Context: an optimization exercise on an open-source flow, tuned for small area, a short achievable clock period and few clock cycles. The choices shown serve that exercise and are no tape-out recipe. The RTL was checked by simulation tests, not by an equivalence proof against the original design. No activity file was given, so power comes from the tool's default toggle rates.

--- flow/flow/run.sh ---
#!/bin/bash
# The standard layout (bash standard.sh), with three changes to how it is made:
# - the port buffers are buf_4 (the default pick, clkdlybuf4s50_1, is a slow delay cell);
# - timing repair does not clone gates (clones have left max-slew violations);
# - after global routing, repair_design runs once more to fix any max-slew or
#   max-capacitance violation that timing repair left (flow/post_grt.tcl).
set -euo pipefail
export BUFFER_PORTS_ARGS="-buffer_cell sky130_fd_sc_hd__buf_4"
export SKIP_GATE_CLONING=1
export POST_GLOBAL_ROUTE_TCL="$PWD/flow/post_grt.tcl"
bash standard.sh > standard_flow.log 2>&1
--- flow/flow/post_grt.tcl ---
# After global routing's timing repair: fix any max-slew / max-capacitance
# violation that repair left, then legalise and reroute the nets it touched.
puts "post_grt: repair_design after timing repair"
estimate_parasitics -global_routing
repair_design -slew_margin 30 -cap_margin 30 -verbose
global_route -start_incremental
detailed_placement
global_route -end_incremental
estimate_parasitics -global_routing
report_check_types -max_slew -max_capacitance -violators
--- flow/standard.sh ---
#!/bin/bash
# synth_recipe.tcl (not shown) runs the flow's synth.tcl, then flattens the netlist and writes it again
# the make line also repeats each setting of config.mk as NAME=value (left out here)
make -C /OpenROAD-flow-scripts/flow DESIGN_CONFIG=/design/flow/config.mk WORK_HOME=/design/flow/orfs CLKGATE_MAP_FILE= SYNTH_SCRIPT=/design/flow/synth_recipe.tcl "${@:-finish}"
--- flow/config.mk ---
export PLATFORM = sky130hd
export DESIGN_NAME = mbcore
export DESIGN_NICKNAME = mbcore
export VERILOG_FILES = /design/flow/design.v
export SDC_FILE = /design/flow/constraint.sdc
export NUM_CORES = 8
export LEC_CHECK = 0
export CAP_MARGIN = 30
export CORE_MARGIN = 2
export CORE_UTILIZATION = 40
export CTS_BUF_LIST = sky130_fd_sc_hd__clkbuf_8
export CTS_CLUSTER_DIAMETER = 60
export CTS_CLUSTER_SIZE = 15
export SETUP_SLACK_MARGIN = 4.8
export SLEW_MARGIN = 30
export TNS_END_PERCENT = 10
--- flow/constraint.sdc ---
create_clock -name core_clock -period 10.0 [get_ports {clk}]
set_input_delay 2.0000 -clock core_clock [delete_from_list [all_inputs] [get_ports {clk}]]
set_output_delay 2.0000 -clock core_clock [all_outputs]
set_load 0.01 [all_outputs]
--- flow/design.v ---
module mbcore (
    input  wire        clk,
    input  wire        rst,           
    input  wire        req_valid,
    input  wire        req_write,
    input  wire        req_wide,      
    input  wire [23:0] req_addr,
    input  wire [31:0] req_wdata,
    output wire        rsp_valid,
    output wire [31:0] rsp_rdata,
    output wire        rsp_err
);
    localparam [2:0] ST_OK       = 3'd0;
    localparam [2:0] ST_MALFORM  = 3'd1;
    localparam [2:0] ST_ENC_OVF  = 3'd2;
    localparam [2:0] ST_SHORT    = 3'd3;
    localparam [2:0] ST_ILL_CMD  = 3'd4;
    localparam [2:0] ST_ILL_OPND = 3'd5;
    localparam [7:0] OP_WFB   = 8'h01;
    localparam [7:0] OP_BFW   = 8'h02;
    localparam [7:0] OP_PACK  = 8'h08;
    localparam [7:0] OP_UNPK  = 8'h09;
    localparam [7:0] OP_UNPKS = 8'h0A;
    localparam [7:0] OP_DEC   = 8'h10;
    localparam [7:0] OP_ENC   = 8'h11;
    localparam [7:0] OP_VAL   = 8'h18;
    localparam [7:0] OP_EXB   = 8'h19;
    localparam [31:0] ID_VALUE  = 32'h4D420001;
    localparam [31:0] CFG_VALUE = 32'h00000003;
    localparam [1:0] RG_REG = 2'd0;
    localparam [1:0] RG_IN  = 2'd1;
    localparam [1:0] RG_OUT = 2'd2;
    reg [31:0] cw, a, b, hin0, hin1, in_len;
    reg [2:0]  st;
    reg [7:0]  out_len;            
    localparam [2:0] R_ZERO = 3'd0, R_WFB = 3'd1, R_BFW = 3'd2, R_LEN = 3'd3,
                     R_LEN8 = 3'd4, R_VAL = 3'd5, R_EXB = 3'd6;
    localparam [1:0] H_ZERO = 2'd0, H_LO = 2'd1, H_HI = 2'd2;
    reg [2:0]  r_mode;
    reg [1:0]  v_verd;
    reg [1:0]  h_mode;
    wire [31:0] in_w  [0:31];
    wire [31:0] out_w [0:31];
    reg        pv;                 
    reg [1:0]  p_rgn;
    reg [4:0]  p_idx;
    reg        p_win;              
    reg [1:0]  p_boff;             
    reg [31:0] d;
    reg [7:0]  db;                 
    reg        s_ok;               
    reg [1:0]  s_rgn;
    reg [4:0]  s_idx;
    reg [4:0]  s_oidx;             
    reg        sl_pend;            
    reg        sl_err, sl_wr, sl_wide;
    reg        sl_noresp;          
    reg [1:0]  sl_bsel;
    reg        resp_q, err_q;
    reg        busy;
    reg [4:0]  cur, last;
    wire f_mid0  = (req_addr[19:7] == 13'd0);
    wire f_al    = (req_addr[1:0] == 2'b00);
    wire f_isreg = (req_addr[23:20] == 4'h0) && f_mid0 && !req_addr[6] && (req_addr[5:2] <= 4'd13);
    wire f_isin  = (req_addr[23:20] == 4'h1) && f_mid0;
    wire f_isout = (req_addr[23:20] == 4'h2) && f_mid0;
    wire f_ok    = (f_isreg && req_wide && f_al) ||
                   ((f_isin || (f_isout && !req_write)) && (!req_wide || f_al));
    wire idle_q  = !sl_pend && !resp_q;
    wire can_lat = !(sl_pend && !sl_noresp) && !resp_q;
    wire f_z     = (req_addr[23:22] == 2'b00) && f_mid0;
    wire p_match = (req_addr[21:20] == p_rgn) && (req_addr[6:2] == p_idx);
    wire hit     = req_valid && !req_write && pv && f_z && p_match &&
                   (req_wide ? f_al : (p_win && (req_addr[1:0] == p_boff)));
    wire f_okw   = f_z && (((req_addr[21:20] == 2'd0) && !req_addr[6] && !(req_addr[5] && req_addr[4] && req_addr[3]) &&
                            req_wide && f_al) ||
                           ((req_addr[21:20] == 2'd1) && (!req_wide || f_al)));
    wire fast_w  = req_valid && req_write && f_okw && !busy && idle_q;
    wire miss    = req_valid && !hit && !fast_w && can_lat;
    wire adv     = hit && (req_wide || (p_boff == 2'b11));
    wire bstep   = hit && !adv;
    assign rsp_valid = hit || fast_w || resp_q;
    assign rsp_err   = err_q;
    wire   sel_w     = req_wide || resp_q;
    assign rsp_rdata = sel_w ? d : {24'd0, db};
    wire        sl_go   = sl_pend && !resp_q && !sl_err && !busy;
    wire        sl_wx   = sl_go && sl_wr;
    wire        sl_rx   = sl_go && !sl_wr;
    wire        acc_en  = fast_w || sl_wx;
    wire [1:0]  acc_rgn = sl_wx ? s_rgn   : req_addr[21:20];
    wire [4:0]  acc_idx = sl_wx ? s_idx   : req_addr[6:2];
    wire [1:0]  acc_bs  = sl_wx ? sl_bsel : req_addr[1:0];
    wire        acc_wd  = sl_wx ? sl_wide : req_wide;
    wire [31:0] acc_dat = sl_wx ? d       : req_wdata;
    wire acc_reg = acc_en && (acc_rgn == RG_REG);
    wire acc_in  = acc_en && (acc_rgn == RG_IN);
    wire cw_wr   = acc_reg && (acc_idx == 5'd0);
    reg  fresh_q;
    wire defer   = cw_wr && fast_w && !fresh_q;
    wire exec    = cw_wr && !defer;
    wire [7:0] c_x   = acc_dat[31:24];
    wire [7:0] c_y   = acc_dat[23:16];
    wire [3:0] c_rsv = acc_dat[15:12];
    wire [3:0] c_w   = acc_dat[11:8];
    wire [7:0] c_op  = acc_dat[7:0];
    wire x0 = (c_x == 8'd0);
    wire y0 = (c_y == 8'd0);
    wire w0 = (c_w == 4'd0);
    wire is_wfb   = (c_op == OP_WFB);
    wire is_bfw   = (c_op == OP_BFW);
    wire is_pack  = (c_op == OP_PACK);
    wire is_unpk  = (c_op == OP_UNPK);
    wire is_unpks = (c_op == OP_UNPKS);
    wire is_dec   = (c_op == OP_DEC);
    wire is_enc   = (c_op == OP_ENC);
    wire is_val   = (c_op == OP_VAL);
    wire is_exb   = (c_op == OP_EXB);
    wire ill_cmd = (c_rsv != 4'd0) ||
                   !(is_wfb || is_bfw || is_pack || is_unpk || is_unpks || is_dec || is_enc || is_val || is_exb) ||
                   (is_wfb && !w0) ||
                   (is_bfw && (!x0 || !y0 || w0 || (c_w > 4'd4))) ||
                   ((is_pack || is_unpks || is_dec || is_enc || is_val) && (!x0 || !y0 || !w0)) ||
                   ((is_unpk || is_exb) && (!y0 || !w0));
    wire [7:0] n  = in_len[7:0];           
    wire [31:0] nx_len = (acc_reg && (acc_idx == 5'd5)) ? acc_dat : in_len;
    wire [7:0]  nx_fc  = (acc_reg && (acc_idx == 5'd4)) ? acc_dat[7:0] : hin1[7:0];
    wire [7:0]  nx_n   = nx_len[7:0];
    wire        nx_big = (nx_len[31:8] != 24'd0) || (nx_len[7] && (nx_len[6:0] != 7'd0));
    wire        nx_multi = (nx_fc == 8'h0F) || (nx_fc == 8'h10);
    wire        nx_sup   = (nx_fc == 8'h01) || (nx_fc == 8'h02) || (nx_fc == 8'h03) || (nx_fc == 8'h04) ||
                           (nx_fc == 8'h05) || (nx_fc == 8'h06) || nx_multi;
    wire [127:0] pk_badb;                 
    reg  [32:0]  pk_pre;                  
    reg  [127:0] pk_tab;                  
    genvar gb;
    generate
        for (gb = 0; gb < 128; gb = gb + 1) begin : g_badb
            assign pk_badb[gb] = (in_w[gb / 4][31 - 8 * (gb % 4) -: 7] != 7'd0);
        end
    endgenerate
    integer k;
    always @(*) begin
        pk_pre[0] = 1'b0;
        for (k = 0; k < 32; k = k + 1)
            pk_pre[k + 1] = pk_pre[k] | (|pk_badb[4 * k +: 4]);
        for (k = 0; k < 32; k = k + 1) begin
            pk_tab[4 * k]     = pk_pre[k];
            pk_tab[4 * k + 1] = pk_pre[k] | pk_badb[4 * k];
            pk_tab[4 * k + 2] = pk_pre[k] | pk_badb[4 * k] | pk_badb[4 * k + 1];
            pk_tab[4 * k + 3] = pk_pre[k] | pk_badb[4 * k] | pk_badb[4 * k + 1] | pk_badb[4 * k + 2];
        end
    end
    wire pack_bad = nx_n[7] ? pk_pre[32] : pk_tab[nx_n[6:0]];
    reg q_big, q_pack_bad, q_dec_bad, q_unpks_big, q_enc_big, q_vshort, q_fc7;
    always @(posedge clk) begin
        fresh_q     <= !acc_in && !rst;
        q_big       <= nx_big;
        q_pack_bad  <= pack_bad;
        q_dec_bad   <= (nx_n < 8'd8) || ({9'd0, nx_n} < {1'b0, in_w[1][31:16]} + 17'd6);
        q_unpks_big <= (nx_n > 8'd16);
        q_enc_big   <= (nx_n > 8'd120);
        q_vshort    <= nx_sup && (nx_n < (nx_multi ? 8'd5 : 8'd4));
        q_fc7       <= nx_fc[7];
    end
    wire [32:0] bfw_sum = {1'b0, a} + {1'b0, b};
    wire ovf1 = (bfw_sum[32:8]  != 25'd0);
    wire ovf2 = (bfw_sum[32:16] != 17'd0);
    wire ovf3 = (bfw_sum[32:24] != 9'd0);
    wire ovf4 = bfw_sum[32];
    wire bfw_ovf = (c_w == 4'd1) ? ovf1 : (c_w == 4'd2) ? ovf2 : (c_w == 4'd3) ? ovf3 : ovf4;
    wire [4:0] pack_m = n[7:3] + {4'd0, (n[2:0] != 3'd0)};
    wire [7:0]  in0 = in_w[0][31:24], in1 = in_w[0][23:16], in2 = in_w[0][15:8], in3 = in_w[0][7:0];
    wire [7:0]  in4 = in_w[1][31:24];
    wire [15:0] dec_l   = in_w[1][31:16];
    wire [6:0]  dec_d   = (dec_l >= 16'd2) ? dec_l[6:0] - 7'd2 : 7'd0;    
    wire [7:0] fc          = hin1[7:0];
    wire       exb_badcode = (c_x < 8'd1) || (c_x > 8'd3);
    wire [15:0] v_wa     = {in0, in1};
    wire [15:0] v_q      = {in2, in3};
    wire [7:0]  v_bc     = in4;
    wire [16:0] v_end    = {1'b0, v_wa} + {1'b0, v_q};           
    wire        v_payload = ({1'b0, n} >= 9'd5 + {1'b0, v_bc});
    wire [15:0] v_bc_coils = (v_q + 16'd7) >> 3;
    wire        v_q249   = (v_q >= 16'd1) && (v_q <= 16'd249);
    reg vq_start, vq_range, vq_12, vq_34, vq_5, vq_f, vq_10;
    always @(posedge clk) begin
        vq_start <= (v_wa <= 16'd248);
        vq_range <= (v_wa <= 16'd248) && (v_end >= 17'd1) && (v_end <= 17'd249);
        vq_12    <= v_q249;
        vq_34    <= (v_q >= 16'd1) && (v_q <= 16'd125);
        vq_5     <= (v_q == 16'h0000) || (v_q == 16'hFF00);
        vq_f     <= v_q249 && ({8'd0, v_bc} == v_bc_coils) && v_payload;
        vq_10    <= (v_q >= 16'd1) && (v_q <= 16'd123) && ({8'd0, v_bc} == {v_q[14:0], 1'b0}) && v_payload;
    end
    wire        v_multi  = (fc == 8'h0F) || (fc == 8'h10);
    wire        v_supported = (fc == 8'h01) || (fc == 8'h02) || (fc == 8'h03) || (fc == 8'h04) ||
                              (fc == 8'h05) || (fc == 8'h06) || v_multi;
    wire        v_single = (fc == 8'h05) || (fc == 8'h06);
    wire        v_addr_ok = v_single ? vq_start : vq_range;
    reg         v_value_ok;
    always @(*) begin
        case (fc)
            8'h01, 8'h02: v_value_ok = vq_12;
            8'h03, 8'h04: v_value_ok = vq_34;
            8'h05:        v_value_ok = vq_5;
            8'h06:        v_value_ok = 1'b1;
            8'h0F:        v_value_ok = vq_f;
            8'h10:        v_value_ok = vq_10;
            default:      v_value_ok = 1'b0;
        endcase
    end
    wire [1:0]  v_verdict = !v_supported ? 2'd1 :
                            !v_addr_ok   ? 2'd2 :
                            !v_value_ok  ? 2'd3 : 2'd0;
    wire [2:0] s_bfw    = bfw_ovf ? ST_ENC_OVF : ST_OK;
    wire       ok_pack  = !q_big && !q_pack_bad;
    wire       ok_unpks = !q_big && !q_unpks_big;
    wire       ok_dec   = !q_big && !q_dec_bad;
    wire       ok_enc   = !q_big && !q_enc_big;
    wire       ok_val   = !q_big && !q_vshort;
    wire       ok_exb   = !exb_badcode && !q_fc7;
    wire [2:0] s_dec    = q_big ? ST_ILL_OPND : q_dec_bad ? ST_MALFORM : ST_OK;
    wire [2:0] s_vl     = q_big ? ST_ILL_OPND : q_vshort ? ST_SHORT : ST_OK;
    wire [2:0] s_exb    = exb_badcode ? ST_ILL_OPND : q_fc7 ? ST_ENC_OVF : ST_OK;
    reg  [2:0] st_op;
    always @(*) begin
        case (c_op)
            OP_BFW:   st_op = s_bfw;
            OP_PACK:  st_op = ok_pack  ? ST_OK : ST_ILL_OPND;
            OP_UNPKS: st_op = ok_unpks ? ST_OK : ST_ILL_OPND;
            OP_DEC:   st_op = s_dec;
            OP_ENC:   st_op = ok_enc   ? ST_OK : ST_ILL_OPND;
            OP_VAL:   st_op = s_vl;
            OP_EXB:   st_op = s_exb;
            default:  st_op = ST_OK;
        endcase
    end
    wire [2:0] st_n = ill_cmd ? ST_ILL_CMD : st_op;
    wire ok = !ill_cmd && (is_wfb || is_unpk || (is_bfw && !bfw_ovf) || (is_pack && ok_pack) ||
                           (is_unpks && ok_unpks) || (is_dec && ok_dec) || (is_enc && ok_enc) ||
                           (is_val && ok_val) || (is_exb && ok_exb));
    reg [2:0]  rm_n;
    reg [1:0]  hm_n;
    reg [7:0]  olen_n;
    reg [5:0]  nwords;            
    always @(*) begin
        rm_n = R_ZERO; hm_n = H_ZERO; olen_n = 8'd0; nwords = 6'd0;
        if (is_wfb) begin
            rm_n = R_WFB;
        end
        if (is_bfw) begin
            rm_n = R_BFW; olen_n = {4'd0, c_w}; nwords = 6'd2;
        end
        if (is_pack) begin
            rm_n = R_LEN; olen_n = {3'd0, pack_m};
            nwords = {3'd0, n[7:5]} + {5'd0, (n[4:0] != 5'd0)};
        end
        if (is_unpk) begin
            rm_n = R_LEN; olen_n = 8'd8; nwords = 6'd2;
        end
        if (is_unpks) begin
            rm_n = R_LEN; olen_n = {n[4:0], 3'd0}; nwords = {n[4:0], 1'b0};
        end
        if (is_dec) begin
            rm_n = R_LEN8; hm_n = H_HI; olen_n = {1'b0, dec_d};
            nwords = {1'b0, dec_d[6:2]} + 6'd2 + {5'd0, (dec_d[1:0] != 2'd0)};
        end
        if (is_enc) begin
            rm_n = R_LEN; hm_n = H_LO; olen_n = n + 8'd8;
            nwords = {1'b0, n[6:2]} + 6'd2 + {5'd0, (n[1:0] != 2'd0)};
        end
        if (is_val) begin
            rm_n = R_VAL;
        end
        if (is_exb) begin
            rm_n = R_EXB; hm_n = H_HI; olen_n = 8'd1; nwords = 6'd3;
        end
    end
    wire [7:0] e_op = cw[7:0];
    wire [7:0] e_x  = cw[31:24];
    wire [3:0] e_w  = cw[11:8];
    reg  [4:0]  ra_q, wi_q;
    reg         wv_q;
    reg  [4:0]  wi_q2;
    reg  [31:0] wbus_q;
    wire [31:0] in_rd = in_w[ra_q];
    wire [127:0] pk;
    genvar g;
    generate
        for (g = 0; g < 128; g = g + 1) begin : g_pk
            assign pk[32 * (g / 32) + 31 - 8 * ((g / 8) % 4) - 7 + (g % 8)] = in_w[g / 4][24 - 8 * (g % 4)];
        end
    endgenerate
    wire [31:0] pk_word = pk[32 * cur[1:0] +: 32];
    reg  [31:0] pk_mask;
    integer m;
    always @(*) begin
        for (m = 0; m < 32; m = m + 1)
            pk_mask[m] = (n[7:5] != {1'b0, cur[1:0]}) || ((8 * (3 - m / 8) + m % 8) < n[4:0]);
    end
    wire [7:0] us_byte = in_rd[31 - 8 * cur[2:1] -: 8];
    wire [3:0] us_nib  = cur[0] ? us_byte[7:4] : us_byte[3:0];
    wire [7:0]  e_fc = hin1[7:0];
    wire [31:0] e_sum = bfw_sum[31:0];    
    reg  [31:0] wbus;
    always @(*) begin
        case (e_op)
            OP_BFW: begin
                if (cur[0] == 1'b0)
                    wbus = e_sum;                        
                else begin
                    case (e_w)
                        4'd1:    wbus = {e_sum[7:0], 24'd0};
                        4'd2:    wbus = {e_sum[15:0], 16'd0};
                        4'd3:    wbus = {e_sum[23:0], 8'd0};
                        default: wbus = e_sum;
                    endcase
                end
            end
            OP_PACK:  wbus = pk_word & pk_mask;
            OP_UNPK:  wbus = cur[0] ? {7'd0, e_x[4], 7'd0, e_x[5], 7'd0, e_x[6], 7'd0, e_x[7]}
                                    : {7'd0, e_x[0], 7'd0, e_x[1], 7'd0, e_x[2], 7'd0, e_x[3]};
            OP_UNPKS: wbus = {7'd0, us_nib[0], 7'd0, us_nib[1], 7'd0, us_nib[2], 7'd0, us_nib[3]};
            OP_DEC:   wbus = in_rd;
            default: begin                               
                if (cur == 5'd0)
                    wbus = hin0;
                else if (cur == 5'd1)
                    wbus = (e_op == OP_ENC) ? {8'd0, n + 8'd2, hin1[15:0]}
                                            : {16'd3, hin1[15:8], e_fc + 8'h80};
                else
                    wbus = (e_op == OP_ENC) ? in_rd : {e_x, 24'd0};
            end
        endcase
    end
    wire e_hi = (e_op == OP_DEC) || (e_op == OP_EXB);    
    wire e_bfw = (e_op == OP_BFW);
    wire       busy_nx = exec ? (ok && (nwords != 6'd0)) : (busy && (cur != last));
    wire [4:0] cur_nx  = exec ? 5'd0 : cur + 5'd1;
    wire [7:0] op_nx   = exec ? c_op : e_op;
    wire       hi_nx   = (op_nx == OP_DEC) || (op_nx == OP_EXB);
    reg  [4:0] ra_nx, wi_nx;
    always @(*) begin
        case (op_nx)
            OP_DEC:  ra_nx = cur_nx;
            OP_ENC:  ra_nx = cur_nx - 5'd2;
            default: ra_nx = {3'd0, cur_nx[4:3]};    
        endcase
        if (hi_nx)
            wi_nx = (cur_nx == 5'd0) ? 5'd30 : (cur_nx == 5'd1) ? 5'd31 : cur_nx - 5'd2;
        else if (op_nx == OP_BFW)
            wi_nx = cur_nx[0] ? 5'd0 : 5'd31;
        else
            wi_nx = cur_nx;
    end
    always @(posedge clk) begin
        ra_q   <= busy_nx ? ra_nx : s_idx;
        wi_q   <= wi_nx;
        wv_q   <= busy && !rst;
        wi_q2  <= wi_q;
        wbus_q <= wbus;
    end
    function [4:0] e_pos(input [4:0] w);
        begin
            if (e_hi)
                e_pos = (w >= 5'd30) ? w - 5'd30 : w + 5'd2;
            else if (e_bfw)
                e_pos = (w == 5'd31) ? 5'd0 : 5'd1;
            else
                e_pos = w;
        end
    endfunction
    wire       s_h   = (s_rgn == RG_REG) && ((s_idx == 5'd8) || (s_idx == 5'd9));
    wire [4:0] out_ra = s_oidx;
    function [4:0] oidx(input [1:0] rg, input [4:0] ix);
        oidx = (rg == RG_OUT) ? ix :
               ((ix == 5'd8) || (ix == 5'd9)) ? {{4{h_mode == H_HI}}, (ix == 5'd9)} : 5'd31;
    endfunction
    wire [31:0] out_rd_m = out_w[out_ra];
    wire [31:0] out_rd = (wv_q && (wi_q2 == out_ra)) ? wbus_q : out_rd_m;
    reg [31:0] r_val;
    always @(*) begin
        case (r_mode)
            R_WFB:   r_val = {16'd0, cw[31:16]};
            R_BFW:   r_val = busy ? e_sum : out_rd;
            R_LEN:   r_val = {24'd0, out_len};
            R_LEN8:  r_val = {24'd0, out_len + 8'd8};
            R_VAL:   r_val = {30'd0, exec_q ? v_verdict : v_verd};
            R_EXB:   r_val = {24'd0, cw[31:24]};
            default: r_val = 32'd0;
        endcase
    end
    reg [31:0] reg_rd;
    always @(*) begin
        case (s_idx[3:0])
            4'h0: reg_rd = cw;
            4'h1: reg_rd = a;
            4'h2: reg_rd = b;
            4'h3: reg_rd = hin0;
            4'h4: reg_rd = hin1;
            4'h5: reg_rd = in_len;
            4'h6: reg_rd = {29'd0, st};
            4'h7: reg_rd = r_val;
            4'h8: reg_rd = (h_mode == H_ZERO) ? 32'd0 : out_rd;
            4'h9: reg_rd = (h_mode == H_ZERO) ? 32'd0 : out_rd;
            4'hA: reg_rd = {24'd0, out_len};
            4'hC: reg_rd = ID_VALUE;
            4'hD: reg_rd = CFG_VALUE;
            default: reg_rd = 32'd0;
        endcase
    end
    wire [31:0] s_val  = (s_rgn == RG_REG) ? reg_rd : (s_rgn == RG_IN) ? in_rd : out_rd;
    wire s_outw     = (s_rgn == RG_OUT) || (s_h && (h_mode != H_ZERO));
    wire s_conflict = busy && s_outw && (e_pos(out_ra) >= cur);
    wire s_inwait   = (s_rgn == RG_IN) && (ra_q != s_idx);
    reg [7:0] s_byte;
    always @(*) begin
        case (sl_bsel)
            2'd0: s_byte = s_val[31:24];
            2'd1: s_byte = s_val[23:16];
            2'd2: s_byte = s_val[15:8];
            default: s_byte = s_val[7:0];
        endcase
    end
    reg       sn_ok;
    reg [1:0] sn_rgn;
    reg [4:0] sn_idx;
    always @(*) begin
        sn_ok = 1'b1; sn_rgn = s_rgn; sn_idx = s_idx + 5'd1;
        if (s_rgn == RG_REG) begin
            if (s_idx == 5'd7)
                sn_idx = (st == ST_OK) ? 5'd8 : 5'd10;
            else if (s_idx == 5'd10) begin
                sn_rgn = RG_OUT; sn_idx = 5'd0;
            end else if (s_idx == 5'd13)
                sn_ok = 1'b0;
        end else if (s_idx == 5'd31)
            sn_ok = 1'b0;
    end
    reg exec_q;
    always @(posedge clk) begin
        exec_q <= exec && !rst;
        if (exec_q)
            v_verd <= v_verdict;        
    end
    always @(posedge clk) begin
        if (rst) begin
            cw <= 32'd0; a <= 32'd0; b <= 32'd0; hin0 <= 32'd0; hin1 <= 32'd0; in_len <= 32'd0;
            st <= 3'd0; r_mode <= R_ZERO; h_mode <= H_ZERO; out_len <= 8'd0;
            busy <= 1'b0;
        end else begin
            if (acc_reg) begin
                case (acc_idx)
                    5'd0: cw     <= acc_dat;
                    5'd1: a      <= acc_dat;
                    5'd2: b      <= acc_dat;
                    5'd3: hin0   <= acc_dat;
                    5'd4: hin1   <= acc_dat;
                    5'd5: in_len <= acc_dat;
                    default: ;
                endcase
            end
            if (exec) begin
                st <= st_n;
                r_mode  <= ok ? rm_n : R_ZERO;
                h_mode  <= ok ? hm_n : H_ZERO;
                out_len <= ok ? olen_n  : 8'd0;
                cur  <= 5'd0;
                last <= nwords[4:0] - 5'd1;
                busy <= ok && (nwords != 6'd0);
            end else if (busy) begin
                cur <= cur + 5'd1;
                if (cur == last)
                    busy <= 1'b0;
            end
        end
    end
    always @(posedge clk) begin
        if (rst) begin
            pv <= 1'b0; s_ok <= 1'b0;
            sl_pend <= 1'b0; sl_noresp <= 1'b0; resp_q <= 1'b0; err_q <= 1'b0;
        end else begin
            resp_q <= 1'b0;
            err_q  <= 1'b0;
            if (exec) begin
                pv <= 1'b1; p_rgn <= RG_REG; p_idx <= 5'd6; p_win <= 1'b0; p_boff <= 2'd0;
                d  <= {29'd0, st_n};
                s_ok <= 1'b1; s_rgn <= RG_REG; s_idx <= 5'd7; s_oidx <= 5'd31;
            end else if (acc_en) begin
                pv <= 1'b0;
            end
            if (sl_wx) begin
                sl_pend <= 1'b0;
                resp_q  <= !sl_noresp;
            end
            if (defer) begin
                pv <= 1'b0;
                sl_pend   <= 1'b1;
                sl_noresp <= 1'b1;
                sl_err    <= 1'b0;
                sl_wr     <= 1'b1;
                sl_wide   <= 1'b1;
                sl_bsel   <= 2'd0;
                s_rgn     <= RG_REG;
                s_idx     <= 5'd0;
                d         <= req_wdata;
            end else if (miss) begin
                pv <= 1'b0;
                sl_pend <= 1'b1;
                sl_noresp <= 1'b0;
                sl_err  <= !f_ok;
                sl_wr   <= req_write;
                sl_wide <= req_wide;
                sl_bsel <= req_addr[1:0];
                s_rgn   <= req_addr[21:20];
                s_idx   <= req_addr[6:2];
                s_oidx  <= oidx(req_addr[21:20], req_addr[6:2]);
                d       <= req_wdata;
            end else if (sl_pend && !resp_q && sl_err) begin
                sl_pend <= 1'b0;
                resp_q  <= 1'b1;
                err_q   <= 1'b1;
                d       <= 32'd0;
            end else if (sl_rx && !s_inwait) begin
                sl_pend <= 1'b0;
                resp_q  <= 1'b1;
                d       <= sl_wide ? s_val : {24'd0, s_byte};
                s_ok    <= 1'b0;
            end else if (bstep) begin
                p_boff <= p_boff + 2'd1;
                case (p_boff)
                    2'd0: db <= d[23:16];
                    2'd1: db <= d[15:8];
                    default: db <= d[7:0];
                endcase
            end else if (adv) begin
                pv    <= s_ok && !s_conflict && (s_rgn != RG_IN);
                p_rgn <= s_rgn; p_idx <= s_idx; p_win <= (s_rgn != RG_REG); p_boff <= 2'd0;
                d     <= s_val;
                db    <= s_val[31:24];
                s_ok  <= sn_ok; s_rgn <= sn_rgn; s_idx <= sn_idx; s_oidx <= oidx(sn_rgn, sn_idx);
            end
        end
    end
    generate
        for (g = 0; g < 32; g = g + 1) begin : g_in
            genvar h;
            for (h = 0; h < 4; h = h + 1) begin : g_b
                reg  [7:0] q;
                wire       we = acc_in && (acc_idx == g) && (acc_wd || (acc_bs == h));
                always @(posedge clk)
                    if (we)
                        q <= acc_wd ? acc_dat[31 - 8 * h -: 8] : acc_dat[7:0];
                assign in_w[g][31 - 8 * h -: 8] = q;
            end
        end
        for (g = 0; g < 32; g = g + 1) begin : g_out
            reg  [31:0] q;
            always @(posedge clk)
                if (wv_q && (wi_q2 == g))
                    q <= wbus_q;
            assign out_w[g] = q;
        end
    endgenerate
endmodule
==> results of run 1 <==
-- how the worst min path moves through the flow --
stage / cells past startpoint / slack [ns] / start / to
after floorplan: 0 / 0.31 / wi_q[0]$_DFF_P_ / wi_q2[0]$_DFF_P_
after global placement: 0 / 0.32 / wi_q[0]$_DFF_P_ / wi_q2[0]$_DFF_P_
after detailed placement: 0 / 0.31 / wi_q[3]$_DFF_P_ / wi_q2[3]$_DFF_P_
after CTS: 0 / 0.34 / wi_q[1]$_DFF_P_ / wi_q2[1]$_DFF_P_
final: 0 / 0.34 / wi_q[4]$_DFF_P_ / wi_q2[4]$_DFF_P_
-- layer usage --
metal  up-vias  global-route usage
li1      34000                   -
met1     44700               0.551
met2      8349               0.568
met3      1592               0.149
met4        44               0.233
met5         -            0.000527
-- cells by family after synthesis --
logic type / after synthesis / share of synthesized area
multiplexers: 130 / 0.0163
buffers and inverters: 668 / 0.0241
flip-flops: 2406 / 0.651
adder cells (fa/ha/maj): 110 / 0.0131
AND/OR/NAND/NOR: 2864 / 0.134
AO/OA/AOI/OAI: 2225 / 0.152
XOR/XNOR: 116 / 0.00953
-- through the flow --
| step | util | worst slack, ns |
|---|---|---|
| finish | 0.447 | 4.60 |
| CTS | 0.445 | 4.63 |
| detailed placement | 0.427 | 3.57 |
| global placement | 0.427 | 3.56 |
| floorplan | - | 4.83 |
-- report_power, final --
part | switching [mW] | total [mW] | internal, mW
registers | 0.0768 | 11.0 | 10.9
clock network | 3.82 | 6.25 | 2.43
logic | 1.64 | 2.13 | 0.490
total | 5.53 | 19.4 | 13.8
-- cell usage in the layout (no fill, tap or decap), types with 83 or more instances in the layout --
cell,synthesis,final
nor2_1,660,620
dfxtp_1,281,259
buf_4,2,467
nor3_1,253,224
a21oi_1,321,291
a221oi_1,84,83
nand4_1,139,139
and3_1,262,257
ha_1,108,108
clkbuf_8,0,221
nand2_1,612,606
nand3_1,347,347
a22o_1,87,87
inv_1,72,109
nor4_1,224,188
edfxtp_1,2125,2125
o21ai_0,207,201
a22oi_1,702,701
a211oi_1,250,242
-- flip-flops by register name, indices dropped and copies added, names as in the netlist, 3 cells and up --
name,flops
g_in.g_b.q,1024
g_out.q,1024
a,32
b,32
cw,32
d,32
hin0,32
hin1,32
in_len,32
wbus_q,32
db,8
out_len,8
cur,5
last,5
p_idx,5
ra_q,5
s_idx,5
s_oidx,5
wi_q2,5
wi_q,5
r_mode,3
st,3
-- layout make-up --
cell class	instances	area (um^2)
Fill cell	24000	147000
Sequential cell	2406	69500
Multi-Input combinational cell	5445	36000
Tap cell	3533	4420
Timing Repair Buffer	492	3840
Clock buffer	219	3010
Clock inverter	128	1380
Inverter	82	314
Antenna cell	41	103
==> qor.csv, run 1 <==
stage,metric,value,unit
clock_tree,post_cts_buffers,9,
clock_tree,cts_buffers,214,
synth,yosys.cell_types.count,106,
worst_setup_path,reg2reg_from,busy$_SDFF_PP0_,
place,dpl_cell_area,113000,um^2
global_route,antenna_found_initial,70,
sta,fin_crit_sh,0.540,
worst_setup_path,crit_path_end_kind,output port,
synth,synth.avg_cell_area,12.5,um^2
routing,dr_wl_met3,89.3,mm
global_route,overflow,0,
floorplanning,rows,189,
clock_tree,cts_resized,51,
clock_tree,clk_latency,1.14,ns
floorplanning,io_pins,95,
place,placedCellCount,11900,
place,portBuffers,94,
clock_tree,ctsHoldBuffers,0,
place,dp_hpwl,401,mm
finish,layout-drive-gt1-share,0.133,
clock_tree,cts-root-buf,clkbuf_8,
routing,routed_wl,572,mm
routing,drtIter0Drc,18200,
global_route,track_usage,0.410,
synth,synth.yosys.seq_area_share,0.651,
worst_setup_path,path_depth,8,
worst_setup_path,crit_required,8.00,ns
power_and_ir_drop,peakVddDrop,0.155,mV
routing,drc,0,
worst_setup_path,slowest_delay,0.27,ns
synth,netlist_area,107000,um^2
worst_setup_path,r2r_end,ra_q[1]$_DFF_P_,
floorplanning,dieWidth,520,um
worst_setup_path,crit_family,simple AND/OR/NAND/NOR gates,
synth,synth-edff-count,2125,
worst_setup_path,cp-start-kind,input port,
floorplanning,die_h,520,um
floorplanning,initial_core_util,0.402,
synth,yosysWarnings,1,
global_route,grt_max_degree,116,
clock_tree,clk_path_buf_depth,3,
worst_setup_path,path_cells,buf_6 -> nor4_4 -> and3_4 -> and3_4 -> and3_4 -> nor2_4 -> nand2_4 -> buf_6,
synth,synthCells,8519,
finish,area_growth,11.2,%
worst_setup_path,cp.buffers_inverters,2,
clock_tree,htreeDepth,4,
synth,ys_top_cells_by_count,"edfxtp_1, a22oi_1, nor2_1",
sta,final_hold_viol_count,0,
global_route,grt_pass1_wl,747,mm
synth,async_flop_share,0,
sta,slew_viol_final,0,
sta,skew,0.104,ns
routing,dr.max_layer_used,met5,
clock_tree,cts.clk_slew.worst_paths,0.10,ns
routing,detail_route.wl_per_cell,46.4,um
global_route,grt_pass1_vias,79400,
worst_setup_path,r2r_cells,15,
clock_tree,cts.sink_count,2406,
floorplanning,die_area,271000,um^2
synth,ys_top_cells_by_area,"edfxtp_1, dfxtp_1, a22oi_1, nor2_1, nand2_1",
worst_setup_path,cp_max_fo,4,
sta,slew_headroom,0.205,
synth,synth_top_area_frac,0.599,
finish,finalInstanceArea,119000,um^2
sta,fmax,185,MHz
worst_setup_path,r2r_setup_slack,4.67,ns
worst_setup_path,crit_type,input port to output port,
synth,synth_area_leader_cell,edfxtp_1,
place,place.gp.congestion,1.12,
worst_setup_path,cp.arrival,3.40,ns
synth,synth.most_common_cell,edfxtp_1,
power_and_ir_drop,powerDensity,163,nW/um^2
worst_setup_path,endpoint,rsp_valid,
routing,met2_length,231,mm
synth,synthFlopType,edfxtp_1,
worst_setup_path,crit_start,req_addr[17],
power_and_ir_drop,leakagePower,37.8,nW
sta,tns,0,ns
sta,worst_pin_slew,1.19,ns
clock_tree,cts_tree,built,
status,outcome,timing/DRC/antenna clean,
finish,layout.cells.non_filler,12300,
routing,dr_total_vias,88600,
floorplanning,core-area,265000,um^2
synth,synth-seq-cells,2406,
worst_hold_path,hold_class,register to register,
power_and_ir_drop,total_power,19.4,mW
finish,nets,8812,
worst_setup_path,cp_common_cell,and3_4,
worst_setup_path,slowest_stage,and3_4,
synth,synthesis.nets,8690,
sta,period_needed,5.40,ns
flow_run,max-cap-violations,0,
routing,drt-pass1-iter-count,9,
routing,wl_met1,211,mm
routing,antenna_left,0,
sta,setup_viol,0,
sta,holdWs,0.341,ns
routing,viasPerCell,7.18,
Testbench counts, summed over its fixed seeds: cycles 16,227.
==> run 2, diff against run 1 <==
--- a/flow/config.mk
+++ b/flow/config.mk
@@ -7,7 +7,7 @@
 export LEC_CHECK = 0
 export CAP_MARGIN = 30
 export CORE_MARGIN = 2
-export CORE_UTILIZATION = 40
+export CORE_UTILIZATION = 45
 export CTS_BUF_LIST = sky130_fd_sc_hd__clkbuf_8
 export CTS_CLUSTER_DIAMETER = 60
 export CTS_CLUSTER_SIZE = 15
==> run 2 against run 1 <==
Hold slack improved by 0.077 ns. Clock skew decreased by 0.0073 ns. Die area decreased by 11%. Sequential power about the same. Largest power group unchanged. Register-to-register slack got worse by 0.35 ns. First-iteration DRC count decreased by 11%. Clock power decreased by 4.0%. Highest routed layer unchanged.
==> qor.csv, run 2 <==
stage,metric,value,unit
sta,skew,0.0966,ns
worst_setup_path,slowest_delay,0.83,ns
synth,synth.most_common_cell,edfxtp_1,
power_and_ir_drop,powerDensity,162,nW/um^2
sta,period_needed,5.68,ns
worst_setup_path,crit_path_end_kind,register,
synth,synth_area_leader_cell,edfxtp_1,
synth,yosys.cell_types.count,106,
floorplanning,die_h,491,um
synth,synth.avg_cell_area,12.5,um^2
floorplanning,initial_core_util,0.453,
synth,synthesis.nets,8690,
finish,nets,8805,
sta,final_hold_viol_count,0,
routing,drtIter0Drc,16200,
routing,dr_total_vias,86800,
place,place.gp.congestion,1.04,
global_route,grt_pass1_vias,78800,
floorplanning,rows,178,
finish,area_growth,10.5,%
place,portBuffers,94,
clock_tree,post_cts_buffers,25,
global_route,grt_pass1_wl,729,mm
place,dp_hpwl,387,mm
flow_run,max-cap-violations,0,
global_route,grt_max_degree,81,
sta,worst_pin_slew,1.13,ns
global_route,overflow,0,
worst_setup_path,path_cells,buf_4 -> nor2b_2 -> buf_4 -> and2_1 -> buf_4 -> a22oi_1 -> nand2_1 -> or4_1 -> o32a_1 -> a221o_1 -> o21ai_0 -> o21ai_0,
worst_setup_path,crit_required,10.89,ns
sta,slew_viol_final,0,
global_route,busiest_layer,met2,
clock_tree,cts-root-buf,clkbuf_8,
worst_setup_path,cp.arrival,6.56,ns
worst_hold_path,min_path_cells,0,
floorplanning,die_area,241000,um^2
worst_setup_path,cp_common_cell,buf_4,
worst_setup_path,cp-start-kind,register,
synth,ys_top_cells_by_area,"edfxtp_1, dfxtp_1, a22oi_1, nor2_1, nand2_1",
synth,synthFlopType,edfxtp_1,
worst_setup_path,crit_type,register to register,
finish,reg_top3,"g_in.g_b.q (1024), g_out.q (1024)",
routing,antenna_left,0,
global_route,met2_usage,0.654,
worst_setup_path,cp_max_fo,21,
clock_tree,clk_latency,1.09,ns
sta,tns,0,ns
clock_tree,cts.sink_count,2406,
finish,final_cell_mix,"edfxtp_1, a22oi_1, nor2_1",
floorplanning,io_pins,95,
global_route,antenna_found_initial,50,
finish,final_common_cell,edfxtp_1,
routing,drt-pass1-iter-count,8,
finish,utilization,0.500,
finish,layout-drive-gt1-share,0.132,
clock_tree,cts.clk_slew.worst_paths,0.09,ns
synth,ys_top_cells_by_count,"edfxtp_1, a22oi_1, nor2_1",
synth,yosysWarnings,1,
power_and_ir_drop,peakVddDrop,0.148,mV
global_route,use_met1,0.578,
global_route,track_usage,0.447,
global_route,use_met3,0.121,
synth,netlist_area,107000,um^2
synth,synth-seq-cells,2406,
sta,setup_viol,0,
synth,synth.yosys.seq_area_share,0.651,
worst_setup_path,slowest_stage,o21ai_0,
clock_tree,ctsHoldBuffers,0,
routing,viasPerCell,7.26,
clock_tree,htreeDepth,4,
synth,synth_top_area_frac,0.599,
clock_tree,cts_tree,built,
routing,detail_route.wl_per_cell,46.3,um
floorplanning,core-area,235000,um^2
sta,fin_crit_sh,0.568,
sta,fmax,176,MHz
synth,synthCells,8519,
clock_tree,cts_buffers,206,
routing,routed_wl,553,mm
status,outcome,timing/DRC/antenna clean,
power_and_ir_drop,leakagePower,37.7,nW
synth,synth-edff-count,2125,
floorplanning,dieWidth,491,um
synth,async_flop_share,0,
clock_tree,clk_path_buf_depth,3,
worst_hold_path,hold_class,register to register,
sta,slew_headroom,0.241,
routing,drc,0,
worst_setup_path,r2r_cells,12,
clock_tree,cts_resized,74,
[run 2: cell types whose count changed in the layout (fill, tap and decap cells not counted), sizes merged]
cell	before	now
clkbuf	221	209
inv	153	162
diode	41	33
clkinv	37	31
buf	490	493
bufinv	10	11
[run 2: cells by family (layout without fill, tap and decap cells)]
logic type                 count (synthesis)  after routing  synth area share
buffers and inverters                    668            916            0.0241
DFF                                     2406           2406             0.651
and+or+nand+nor                         2864           2864             0.134
xor gates and xnor gates                 116            116           0.00953
AOI/OAI and AO/OA                       2225           2225             0.152
adders and majority gates                110            110            0.0131
other                                      0             33                 0
muxes                                    130            130            0.0163
[run 2: path summary, 6_finish.rpt]
check,start,endpoint,slack [ns]
max,ra_q[0]$_DFF_P_,wbus_q[14]$_DFF_P_,4.32
max reg2reg,ra_q[0]$_DFF_P_,wbus_q[14]$_DFF_P_,4.32
min reg2reg,wi_q[3]$_DFF_P_,wi_q2[3]$_DFF_P_,0.42
min,wi_q[3]$_DFF_P_,wi_q2[3]$_DFF_P_,0.42
[run 2: worst max-delay path: cells and delay by family (launching register included)]
family	cells	cell delay, ns
compound gates	5	2.32
buf+inv	3	1.23
simple gates	4	1.57
flops	1	0.33
[run 2: area by class of cell]
class	instances	area, um^2
antenna	33	82.6
clock buffer	209	2880
clock inverter	132	1250
fill	20700	118000
inverter	82	319
multi-input combinational	5445	36000
sequential	2406	69500
tap	3150	3940
timing repair buffer	493	3800
[run 2: power breakdown]
part	internal (mW)	switching [mW]
registers	10.9	0.0518
logic	0.501	1.65
clock network	2.33	3.66
[run 2: stage by stage]
step	instances	instance area (um^2)	setup slack (ns)	power [mW]	hold slack (ns)
after floorplan	8519	107000	4.83	12.0	0.310
after global placement	11500	113000	3.62	13.2	0.430
after detailed placement	11500	113000	3.49	13.2	0.422
after CTS	11900	117000	4.64	19.0	0.424
final	12000	118000	4.32	19.1	0.418
[run 2: routing by layer]
metal  wire (um)  part of all wire
met5         188           0.00034
met4       49200             0.089
met3       70200              0.13
met2      235000              0.42
met1      199000              0.36
==> run 3, diff against run 2 <==
--- a/flow/config.mk
+++ b/flow/config.mk
@@ -7,10 +7,11 @@
 export LEC_CHECK = 0
 export CAP_MARGIN = 30
 export CORE_MARGIN = 2
-export CORE_UTILIZATION = 45
+export CORE_UTILIZATION = 40
 export CTS_BUF_LIST = sky130_fd_sc_hd__clkbuf_8
 export CTS_CLUSTER_DIAMETER = 60
 export CTS_CLUSTER_SIZE = 15
+export PLACE_DENSITY = 0.7
 export SETUP_SLACK_MARGIN = 4.8
 export SLEW_MARGIN = 30
 export TNS_END_PERCENT = 10
==> run 3 against run 2 <==
Sequential share of layout area about the same. Flip-flop and latch count unchanged. Utilization is 5.6 points lower. Register-to-register slack improved by 0.14 ns. Critical endpoint is now g_in[31].g_b[0].q[0]$_DFFE_PP_. Critical path type is now input port to register. Hold slack gained 0.071 ns. Combinational power is 3% lower. Maximum frequency is 2.1% higher. Power is 0.84% lower. Count of clock-buffer cells in the layout stayed put.
==> qor.csv, run 3 <==
stage,metric,value,unit
clock_tree,cts_buffers,207,
worst_setup_path,cp.arrival,6.23,ns
sta,final_hold_viol_count,0,
routing,routed_wl,546,mm
place,portBuffers,94,
global_route,busiest_layer,met2,
worst_setup_path,cp-start-kind,input port,
synth,async_flop_share,0,
clock_tree,cts-root-buf,clkbuf_8,
finish,layout-drive-gt1-share,0.128,
synth,yosys.cell_types.count,106,
sta,slew_headroom,0.173,
routing,viasPerCell,7.05,
power_and_ir_drop,clockPowerShare,0.310,
place,dp_hpwl,382,mm
finish,final_cell_mix,"edfxtp_1, a22oi_1, nor2_1",
worst_setup_path,crit_start,req_addr[8],
power_and_ir_drop,seqPwrFrac,0.579,
clock_tree,post_cts_buffers,19,
floorplanning,io_pins,95,
global_route,antenna_found_initial,58,
sta,worst_pin_slew,1.23,ns
synth,synth.avg_cell_area,12.5,um^2
global_route,overflow,0,
sta,period_needed,5.56,ns
flow_run,max-cap-violations,0,
floorplanning,die_h,520,um
status,outcome,timing/DRC/antenna clean,
worst_setup_path,crit_required,10.67,ns
synth,synth.yosys.seq_area_share,0.651,
sta,fmax,180,MHz
global_route,grt_max_degree,174,
routing,drt-pass1-iter-count,8,
clock_tree,cts_resized,75,
floorplanning,die_area,271000,um^2
power_and_ir_drop,peakVddDrop,0.166,mV
floorplanning,core-area,265000,um^2
worst_setup_path,reg2reg_from,busy$_SDFF_PP0_,
synth,synth-edff-count,2125,
synth,netlist_area,107000,um^2
finish,final_common_cell,edfxtp_1,
synth,yosysWarnings,1,
floorplanning,dieWidth,520,um
worst_setup_path,crit_type,input port to register,
synth,synthFlopType,edfxtp_1,
global_route,track_usage,0.392,
synth,synthesis.nets,8690,
global_route,grt_pass1_wl,721,mm
sta,skew,0.125,ns
finish,reg_top3,"g_in.g_b.q (1024), g_out.q (1024)",
clock_tree,cts.sink_count,2406,
clock_tree,cts_tree,built,
global_route,use_met1,0.513,
synth,synth.most_common_cell,edfxtp_1,
floorplanning,initial_core_util,0.402,
finish,nets,8789,
power_and_ir_drop,power_frac_comb,0.111,
power_and_ir_drop,leakagePower,37.3,nW
sta,fin_crit_sh,0.556,
clock_tree,clk_path_buf_depth,3,
power_and_ir_drop,powerDensity,161,nW/um^2
synth,ys_top_cells_by_area,"edfxtp_1, dfxtp_1, a22oi_1, nor2_1, nand2_1",
synth,synth-seq-cells,2406,
clock_tree,cts.clk_slew.worst_paths,0.09,ns
global_route,use_met3,0.109,
sta,postLayoutSetupSlackWorst,4.44,ns
power_and_ir_drop,p_sw_frac,0.283,
floorplanning,rows,189,
synth,synth_top_area_frac,0.599,
routing,detail_route.wl_per_cell,44.5,um
power_and_ir_drop,p_int,13.6,mW
clock_tree,ctsHoldBuffers,0,
sta,slew_viol_final,0,
routing,drtIter0Drc,17200,
global_route,grt_pass1_vias,78900,
routing,drc,0,
worst_hold_path,hold_start,sl_noresp$_SDFFE_PP0N_,
worst_setup_path,crit_path_end_kind,register,
global_route,met2_usage,0.572,
power_and_ir_drop,switching_power,5.35,mW
synth,ys_top_cells_by_count,"edfxtp_1, a22oi_1, nor2_1",
clock_tree,clk_latency,1.13,ns
place,post-place-ws,2.98,ns
worst_setup_path,cp_max_fo,8,
sta,tns,0,ns
clock_tree,htreeDepth,4,
synth,synthCells,8519,
finish,area_growth,10.5,%
worst_hold_path,hold_class,register to register,
finish,fill_cells,23900,
synth,synth_area_leader_cell,edfxtp_1,
place,place.gp.congestion,1.03,
routing,antenna_left,0,
sta,setup_viol,0,
routing,dr_total_vias,86600,
-- run 3: logic make-up (layout without fill, tap and decap cells) --
family	Yosys count	after routing	share of synthesized area
other	0	38	0
multiplexers	130	130	0.0163
flip-flops	2406	2406	0.651
buffers and inverters	668	863	0.0241
AND/OR/NAND/NOR	2864	2864	0.134
XOR/XNOR	116	116	0.00953
AO/OA/AOI/OAI	2225	2225	0.152
adder cells (fa/ha/maj)	110	110	0.0131
-- run 3: worst paths after layout --
check / end / slack, ns / cells past startpoint
hold reg to reg: sl_noresp$_SDFFE_PP0N_ / 0.49 / 2
setup / recovery: g_in[31].g_b[0].q[0]$_DFFE_PP_ / 4.44 / 11
hold / removal: sl_noresp$_SDFFE_PP0N_ / 0.49 / 2
setup reg to reg: g_in[22].g_b[0].q[6]$_DFFE_PP_ / 4.46 / 10
-- run 3: critical path, stage by stage --
cell and delay, ns:
buf_4 0.12, nor4_4 0.53, and3_2 0.43, nand4_1 0.18, nand2_1 0.13, a32oi_1 0.15, buf_4 0.23, nor2_1 0.48
and2_1 0.29, nand2_1 0.67, nor2_1 0.97
-- run 3: per-layer routing --
layer  vias to the layer above  part of all wire
met5                         -           0.00039
met4                        26             0.080
met3                      1601              0.14
met2                      7805              0.42
met1                     43300              0.36
li1                      33900                 -
-- run 3: area by class of cell --
type	count	area, um^2	area share
flip-flops and latches	2406	69500	0.590
multi-input cells	5445	35800	0.304
well taps	3533	4420	0.0375
repair buffers	476	3720	0.0316
clock buffers	209	2880	0.0244
clock inverters	96	1070	0.00912
inverters	82	314	0.00267
diodes	38	95.1	0.000807
-- run 3: per-stage QoR --
| step | instances | utilization | hold WS (ns) | cell area, um^2 | power [mW] |
|---|---|---|---|---|---|
| CTS | 12200 | 0.443 | 0.487 | 117000 | 18.8 |
| finish | 12300 | 0.444 | 0.489 | 118000 | 18.9 |
| detailed placement | 11900 | 0.426 | 0.474 | 113000 | 13.1 |
| global placement | 11900 | 0.426 | 0.472 | 113000 | 13.1 |
| floorplan | 8519 | - | 0.310 | 107000 | 12.0 |
-- run 3: power by group through the flow --
stage | combinational [mW] | clock, mW | sequential [mW]
after floorplan | 0.792 | 0 | 11.2
after global placement | 1.94 | 0 | 11.2
after detailed placement | 1.94 | 0 | 11.2
after CTS | 1.97 | 5.87 | 11.0
final | 2.09 | 5.88 | 11.0
==> run 4, diff against run 3 <==
--- a/flow/config.mk
+++ b/flow/config.mk
@@ -11,7 +11,6 @@
 export CTS_BUF_LIST = sky130_fd_sc_hd__clkbuf_8
 export CTS_CLUSTER_DIAMETER = 60
 export CTS_CLUSTER_SIZE = 15
-export PLACE_DENSITY = 0.7
 export SETUP_SLACK_MARGIN = 4.8
 export SLEW_MARGIN = 30
-export TNS_END_PERCENT = 10
+export TNS_END_PERCENT = 25
==> run 4 against run 3 <==
Critical path type is now register to register. Synthesized cell count unchanged. Sequential power about the same. Combinational power up 2%. Non-clock buffer count up 16. Sequential share of layout area down 0.41 points. Die area unchanged. Power up 2.3%. Hold slack worse by 0.15 ns. Count of clock-buffer cells in the layout up 10. Synthesized area unchanged. Maximum frequency up 2.5%. Clock skew down 0.024 ns. Still clean. Largest cell class unchanged. Critical endpoint is now d[6]$_DFFE_PN_.
==> qor.csv, run 4 <==
stage,metric,value,unit
status,outcome,timing/DRC/antenna clean,
finish,multi_input_area,36000,um^2
clock_tree,clk_latency,1.14,ns
worst_setup_path,crit_type,register to register,
global_route,overflow,0,
synth,netlist_area,107000,um^2
synth,synth.yosys.seq_area_share,0.651,
clock_tree,cts_tree,built,
finish,nets,8812,
worst_setup_path,cp_max_fo,26,
global_route,track_usage,0.410,
routing,drtIter0Drc,18100,
routing,viasPerCell,7.16,
synth,synth.most_common_cell,edfxtp_1,
finish,fill_cells,24000,
synth,async_flop_share,0,
floorplanning,io_pins,95,
clock_tree,cts-root-buf,clkbuf_8,
clock_tree,cts_buffers,214,
power_and_ir_drop,leakagePower,37.8,nW
flow_run,max-cap-violations,0,
floorplanning,initial_core_util,0.402,
finish,seq_area,69500,um^2
synth,yosys.cell_types.count,106,
floorplanning,core-area,265000,um^2
place,place.gp.congestion,1.12,
sta,fin_crit_sh,0.542,
routing,detail_route.wl_per_cell,46.4,um
sta,slew_headroom,0.172,
sta,tns,0,ns
synth,synthesis.nets,8690,
synth,ys_top_cells_by_count,"edfxtp_1, a22oi_1, nor2_1",
synth,synth-edff-count,2125,
worst_setup_path,reg2reg_from,s_oidx[2]$_DFFE_PN_,
floorplanning,die_area,271000,um^2
sta,worst_pin_slew,1.24,ns
power_and_ir_drop,powerDensity,163,nW/um^2
worst_setup_path,crit_path_end_kind,register,
routing,drt-pass1-iter-count,11,
sta,setup_viol,0,
finish,final_common_cell,edfxtp_1,
sta,postLayoutSetupSlackWorst,4.58,ns
worst_setup_path,cp-start-kind,register,
worst_setup_path,r2r_cells,14,
synth,yosysWarnings,1,
worst_setup_path,cp.arrival,6.40,ns
sta,skew,0.102,ns
synth,synth.avg_cell_area,12.5,um^2
clock_tree,cts_resized,56,
worst_hold_path,hold_class,register to register,
clock_tree,post_cts_buffers,9,
global_route,grt_pass1_vias,79400,
floorplanning,rows,189,
routing,drc,0,
worst_hold_path,hold_start,wi_q[4]$_DFF_P_,
synth,synth_top_area_frac,0.599,
clock_tree,cts.clk_slew.worst_paths,0.10,ns
finish,area_growth,11.2,%
worst_setup_path,r2r_setup_slack,4.58,ns
clock_tree,htreeDepth,4,
worst_setup_path,r2r_end,d[6]$_DFFE_PN_,
routing,dr_total_vias,88300,
synth,synth_area_leader_cell,edfxtp_1,
place,portBuffers,94,
worst_hold_path,min_path_cells,0,
worst_hold_path,min_to,wi_q2[4]$_DFF_P_,
global_route,grt_max_degree,116,
clock_tree,clk_path_buf_depth,3,
sta,final_hold_viol_count,0,
finish,reg_top3,"g_in.g_b.q (1024), g_out.q (1024)",
synth,synth-seq-cells,2406,
clock_tree,ctsHoldBuffers,0,
floorplanning,dieWidth,520,um
place,dp_hpwl,401,mm
global_route,grt_pass1_wl,747,mm
clock_tree,cts.sink_count,2406,
routing,routed_wl,572,mm
global_route,antenna_found_initial,70,
finish,final_cell_mix,"edfxtp_1, a22oi_1, nor2_1",
power_and_ir_drop,peakVddDrop,0.154,mV
floorplanning,die_h,520,um
finish,layout-drive-gt1-share,0.133,
sta,slew_viol_final,0,
sta,period_needed,5.42,ns
place,post-place-ws,3.57,ns
worst_setup_path,crit_required,10.98,ns
routing,antenna_left,0,
synth,ys_top_cells_by_area,"edfxtp_1, dfxtp_1, a22oi_1, nor2_1, nand2_1",
synth,synthFlopType,edfxtp_1,
sta,fmax,184,MHz
synth,synthCells,8519,
## run 4: kinds of logic (layout without fill, tap and decap cells)
logic type	after synthesis	after routing	share of synthesized area
AO/OA/AOI/OAI	2225	2225	0.152
XOR/XNOR	116	116	0.00953
adder cells (fa/ha/maj)	110	110	0.0131
buffers and inverters	668	921	0.0241
flip-flops	2406	2406	0.651
multiplexers	130	130	0.0163
other	0	36	0
AND/OR/NAND/NOR	2864	2864	0.134
## run 4: layout make-up
type / count / area share
inverter: 82 / 0.00265
clock buffer: 219 / 0.0254
tap: 3533 / 0.0373
sequential: 2406 / 0.586
clock inverter: 128 / 0.0117
antenna: 36 / 0.000760
timing repair buffer: 492 / 0.0326
multi-input combinational: 5445 / 0.304
## run 4: critical path, stage by stage (launching register included)
cell and delay (ns):
edfxtp_1 0.33, buf_4 0.35, and3b_4 0.51, buf_4 0.34, and2_1 0.70, buf_4 0.48, a22oi_1 0.12, nand2_1 0.09
nor3_1 0.05, a31oi_1 0.73, mux2i_1 0.47, a221oi_2 0.58, o2bb2ai_1 0.27, a22oi_1 0.12, o21ai_0 0.10
## run 4: routing by layer
| metal | share of wire | track usage | vias up |
|---|---|---|---|
| li1 | - | - | 34000 |
| met5 | 0.00051 | 0.000527 | - |
| met3 | 0.16 | 0.149 | 1598 |
| met1 | 0.37 | 0.551 | 44500 |
| met2 | 0.40 | 0.568 | 8208 |
| met4 | 0.071 | 0.233 | 40 |
## run 4: through the flow
stage          power, mW  hold WS [ns]  cell area (um^2)  utilization  std cells
3_3_place_gp        13.2         0.317            113000        0.427      11900
2_1_floorplan       12.0         0.310            107000            -       8519
4_1_cts             19.2         0.336            118000        0.445      12300
3_5_place_dp        13.2         0.315            113000        0.427      11900
6_report            19.4         0.342            119000        0.447      12300
## run 4: how the worst max path moves through the flow
stage	from	to	cells past startpoint
CTS	req_addr[17]	rsp_valid	8
finish	s_oidx[2]$_DFFE_PN_	d[6]$_DFFE_PN_	14
floorplan	req_addr[5]	q_pack_bad$_DFF_P_	13
global placement	req_addr[11]	rsp_valid	8
detailed placement	req_addr[8]	q_pack_bad$_DFF_P_	14
## run 4: power by group
part,internal [mW],switching (mW)
sequential,10.9,0.0762
combinational,0.490,1.64
clock,2.43,3.82
total,13.8,5.54
==> run 5, diff against run 4 <==
--- a/flow/design.v
+++ b/flow/design.v
@@ -129,28 +129,14 @@
     wire        nx_multi = (nx_fc == 8'h0F) || (nx_fc == 8'h10);
     wire        nx_sup   = (nx_fc == 8'h01) || (nx_fc == 8'h02) || (nx_fc == 8'h03) || (nx_fc == 8'h04) ||
                            (nx_fc == 8'h05) || (nx_fc == 8'h06) || nx_multi;
-    wire [127:0] pk_badb;                 
-    reg  [32:0]  pk_pre;                  
-    reg  [127:0] pk_tab;                  
-    genvar gb;
-    generate
-        for (gb = 0; gb < 128; gb = gb + 1) begin : g_badb
-            assign pk_badb[gb] = (in_w[gb / 4][31 - 8 * (gb % 4) -: 7] != 7'd0);
-        end
-    endgenerate
+    reg  pack_bad;
     integer k;
     always @(*) begin
-        pk_pre[0] = 1'b0;
-        for (k = 0; k < 32; k = k + 1)
-            pk_pre[k + 1] = pk_pre[k] | (|pk_badb[4 * k +: 4]);
-        for (k = 0; k < 32; k = k + 1) begin
-            pk_tab[4 * k]     = pk_pre[k];
-            pk_tab[4 * k + 1] = pk_pre[k] | pk_badb[4 * k];
-            pk_tab[4 * k + 2] = pk_pre[k] | pk_badb[4 * k] | pk_badb[4 * k + 1];
-            pk_tab[4 * k + 3] = pk_pre[k] | pk_badb[4 * k] | pk_badb[4 * k + 1] | pk_badb[4 * k + 2];
-        end
+        pack_bad = 1'b0;
+        for (k = 0; k < 128; k = k + 1)
+            if ((k < nx_n) && (in_w[k / 4][31 - 8 * (k % 4) -: 7] != 7'd0))
+                pack_bad = 1'b1;
     end
-    wire pack_bad = nx_n[7] ? pk_pre[32] : pk_tab[nx_n[6:0]];
     reg q_big, q_pack_bad, q_dec_bad, q_unpks_big, q_enc_big, q_vshort, q_fc7;
     always @(posedge clk) begin
         fresh_q     <= !acc_in && !rst;
--- a/flow/config.mk
+++ b/flow/config.mk
@@ -13,4 +13,4 @@
 export CTS_CLUSTER_SIZE = 15
 export SETUP_SLACK_MARGIN = 4.8
 export SLEW_MARGIN = 30
-export TNS_END_PERCENT = 25
+export TNS_END_PERCENT = 10
==> run 5 against run 4 <==
Clock power decreased by 1%. Still clean on timing, DRC and antenna. Count of clock-buffer cells in the layout increased by 5. Largest power group unchanged. Hold slack improved by 0.14 ns.
==> qor.csv, run 5 <==
stage,metric,value,unit
finish,utilization,0.449,
worst_setup_path,r2r_setup_slack,4.47,ns
place,place.gp.congestion,1.05,
worst_setup_path,crit_start,ra_q[2]$_DFF_P_,
power_and_ir_drop,peakVddDrop,0.125,mV
clock_tree,cts_buffers,222,
worst_setup_path,reg2reg_from,ra_q[2]$_DFF_P_,
routing,drtIter0Drc,17900,
sta,period_needed,5.53,ns
routing,antenna_left,0,
synth,synthCells,8557,
global_route,overflow,0,
sta,skew,0.105,ns
sta,slew_headroom,0.184,
routing,viasPerCell,7.13,
status,outcome,timing/DRC/antenna clean,
routing,dr_total_vias,88900,
clock_tree,cts.sink_count,2406,
worst_hold_path,hold_start,v_verd[0]$_DFF_P_,
floorplanning,initial_core_util,0.402,
worst_hold_path,min_to,v_verd[0]$_DFF_P_,
synth,async_flop_share,0,
floorplanning,io_pins,95,
sta,tns,0,ns
worst_setup_path,crit_required,10.91,ns
place,portBuffers,94,
floorplanning,core-area,265000,um^2
finish,final_common_cell,edfxtp_1,
synth,synth-edff-count,2125,
clock_tree,htreeDepth,4,
finish,nets,8901,
synth,synth-seq-cells,2406,
synth,synth_xor_area_frac,0.00937,
synth,ys_top_cells_by_area,"edfxtp_1, a22oi_1, dfxtp_1, nor2_1, nand2_1",
routing,drc,0,
sta,fin_crit_sh,0.553,
floorplanning,die_area,271000,um^2
synth,synthFlopType,edfxtp_1,
synth,synth_adder_area_share,0.0129,
synth,synth.area.mux_share,0.0178,
synth,synth_top_family_by_area,compound AO/OA/AOI/OAI gates,
clock_tree,clk_latency,1.07,ns
synth,ys_top_cells_by_count,"edfxtp_1, a22oi_1, nor2_1",
flow_run,max-cap-violations,0,
worst_setup_path,cp_max_fo,20,
power_and_ir_drop,powerDensity,163,nW/um^2
global_route,grt_pass1_vias,80400,
synth,synthesis.nets,8727,
synth,synthSimpleGateAreaFrac,0.132,
sta,slew_viol_final,0,
clock_tree,cts_resized,35,
place,dp_hpwl,403,mm
sta,worst_pin_slew,1.22,ns
power_and_ir_drop,leakagePower,39.8,nW
floorplanning,dieWidth,520,um
clock_tree,cts_tree,built,
clock_tree,ctsHoldBuffers,0,
synth,synth.avg_cell_area,12.5,um^2
floorplanning,die_h,520,um
worst_setup_path,r2r_cells,13,
synth,netlist_area,107000,um^2
finish,final_cell_mix,"edfxtp_1, a22oi_1, nor2_1",
routing,routed_wl,575,mm
synth,yosysWarnings,1,
synth,synth_top_area_frac,0.599,
synth,synth.yosys.seq_area_share,0.652,
floorplanning,rows,189,
sta,final_hold_viol_count,0,
global_route,grt_max_degree,90,
routing,drt-pass1-iter-count,30,
worst_setup_path,crit_type,register to register,
worst_setup_path,cp.arrival,6.44,ns
worst_hold_path,hold_class,register to register,
synth,yosys.cell_types.count,101,
clock_tree,post_cts_buffers,12,
global_route,track_usage,0.412,
clock_tree,clk_path_buf_depth,4,
synth,synth-compound-area-share,0.153,
worst_setup_path,cp-start-kind,register,
worst_setup_path,crit_path_end_kind,register,
sta,setup_viol,0,
clock_tree,cts.clk_slew.worst_paths,0.09,ns
finish,reg_top3,"g_in.g_b.q (1024), g_out.q (1024)",
worst_hold_path,min_path_cells,2,
routing,detail_route.wl_per_cell,46.1,um
finish,area_growth,11.7,%
global_route,grt_pass1_wl,753,mm
synth,synth.most_common_cell,edfxtp_1,
finish,layout-drive-gt1-share,0.139,
sta,fmax,181,MHz
global_route,antenna_found_initial,64,
worst_setup_path,r2r_end,d[4]$_DFFE_PN_,
clock_tree,cts-root-buf,clkbuf_8,
synth,synth_area_leader_cell,edfxtp_1,
[run 5: cell types whose count changed in the layout (fill, tap and decap cells not counted), sizes merged, moves of 23 or more]
cell     delta
a22oi      +62
a21oi      +49
o21ai      +28
nor2       +68
diode      +43
a211oi     -34
and2       -24
mux2i      +23
or4        +41
a2111oi    -33
buf        +30
nor3       -68
and3       -79
[run 5: logic make-up (layout without fill, tap and decap cells)]
family | Yosys count | in the layout
adders and majority gates | 109 | 109
muxes | 146 | 146
other | 0 | 79
buffers and inverters | 654 | 947
xor gates and xnor gates | 114 | 114
AOI/OAI and AO/OA | 2288 | 2288
and+or+nand+nor | 2840 | 2840
DFF | 2406 | 2406
[run 5: metrics by stage]
| step | total power, mW | area (um^2) | setup WS, ns | hold WS, ns | cells |
|---|---|---|---|---|---|
| floorplan | 11.9 | 107000 | 4.78 | 0.310 | 8557 |
| finish | 19.4 | 119000 | 4.47 | 0.477 | 12500 |
| global placement | 13.2 | 114000 | 3.64 | 0.445 | 12000 |
| CTS | 19.2 | 119000 | 4.65 | 0.477 | 12400 |
| detailed placement | 13.3 | 114000 | 3.63 | 0.452 | 12000 |
[run 5: how the worst max path moves through the flow]
| stage | to | slack, ns | cells after the start |
|---|---|---|---|
| 2_1_floorplan | ra_q[2]$_DFF_P_ | 4.78 | 10 |
| 3_3_place_gp | q_pack_bad$_SDFF_PP1_ | 3.64 | 12 |
| 3_5_place_dp | q_pack_bad$_SDFF_PP1_ | 3.63 | 12 |
| 4_1_cts | rsp_valid | 4.65 | 8 |
| 6_report | d[4]$_DFFE_PN_ | 4.47 | 13 |
[run 5: where the power goes]
| group | internal, mW | total, mW | leakage, nW | switching (mW) |
|---|---|---|---|---|
| Combinational | 0.479 | 2.21 | 14.9 | 1.74 |
| Sequential | 10.9 | 11.0 | 22.6 | 0.0569 |
| Clock | 2.46 | 6.17 | 2.26 | 3.71 |
| Total | 13.9 | 19.4 | 39.8 | 5.51 |
[run 5: cell type report]
class	count	area [um^2]
Sequential cell	2406	69500
Clock buffer	224	3080
Inverter	84	320
Fill cell	24100	146000
Tap cell	3533	4420
Multi-Input combinational cell	5497	36400
Clock inverter	119	1120
Timing Repair Buffer	520	4000
Antenna cell	79	198
[run 5: critical path, cell delays in order, from the launching register on]
cell and delay (ns):
dfxtp_1 0.32, buf_4 0.37, and3b_1 0.75, buf_4 0.46, and2_1 0.44, buf_4 0.52
a22o_1 0.25, nor3_1 0.05, and4b_1 0.27, a21oi_4 0.67, nor2_1 0.12, a2111o_1 0.52
a21oi_1 0.30, o221a_2 0.24
[run 5: metal layers]
| layer | track usage | up-vias | wire length (um) |
|---|---|---|---|
| met5 | 0 | - | 168 |
| met4 | 0.261 | 24 | 45500 |
| met3 | 0.139 | 1724 | 80700 |
| met2 | 0.575 | 8036 | 234000 |
| met1 | 0.546 | 44800 | 215000 |
| li1 | - | 34300 | - |
Testbench counts of run 5, summed over its fixed seeds: cycles 16,227.

-- afterwards: timing with drivers on the ports --
How much do the figures lean on ideal ports? The routed layouts below were timed once more, with nothing changed but the port constraints. Step 1 assumes that a clkbuf_16 drives the clock port and a buf_2 every other input. Step 2 moves the port delays by t, midway between the first and last clock arrival at a register: inputs arrive t later, outputs are due t later. That takes back most of the time a late clock gives input paths. Three values: ideal ports, drivers, drivers and shift; two values: the first two.
| run | t, ns | slack for setup (ns) | worst register clock-pin slew, ns | worst slew at a driven data input, ns | cell pins on the clock port's net |
|---|---|---|---|---|---|
| run 1 | 1.171 | 4.601 / 4.427 / 3.459 | 0.11 / 0.11 | 0.24 | 1 |
| run 2 | 1.136 | 4.323 / 4.323 / 3.757 | 0.11 / 0.11 | 0.11 | 1 |
| run 3 | 1.163 | 4.442 / 4.456 / 3.339 | 0.11 / 0.11 | 0.21 | 1 |
| run 4 | 1.164 | 4.578 / 4.389 / 3.583 | 0.11 / 0.11 | 0.24 | 1 |
| run 5 | 1.137 | 4.474 / 4.474 / 3.544 | 0.11 / 0.11 | 0.13 | 1 |
After both steps every run listed still meets setup and hold. For run 1, which loses most, drivers alone change the setup slack by -0.174 ns; drivers and shift together by -1.142 ns.
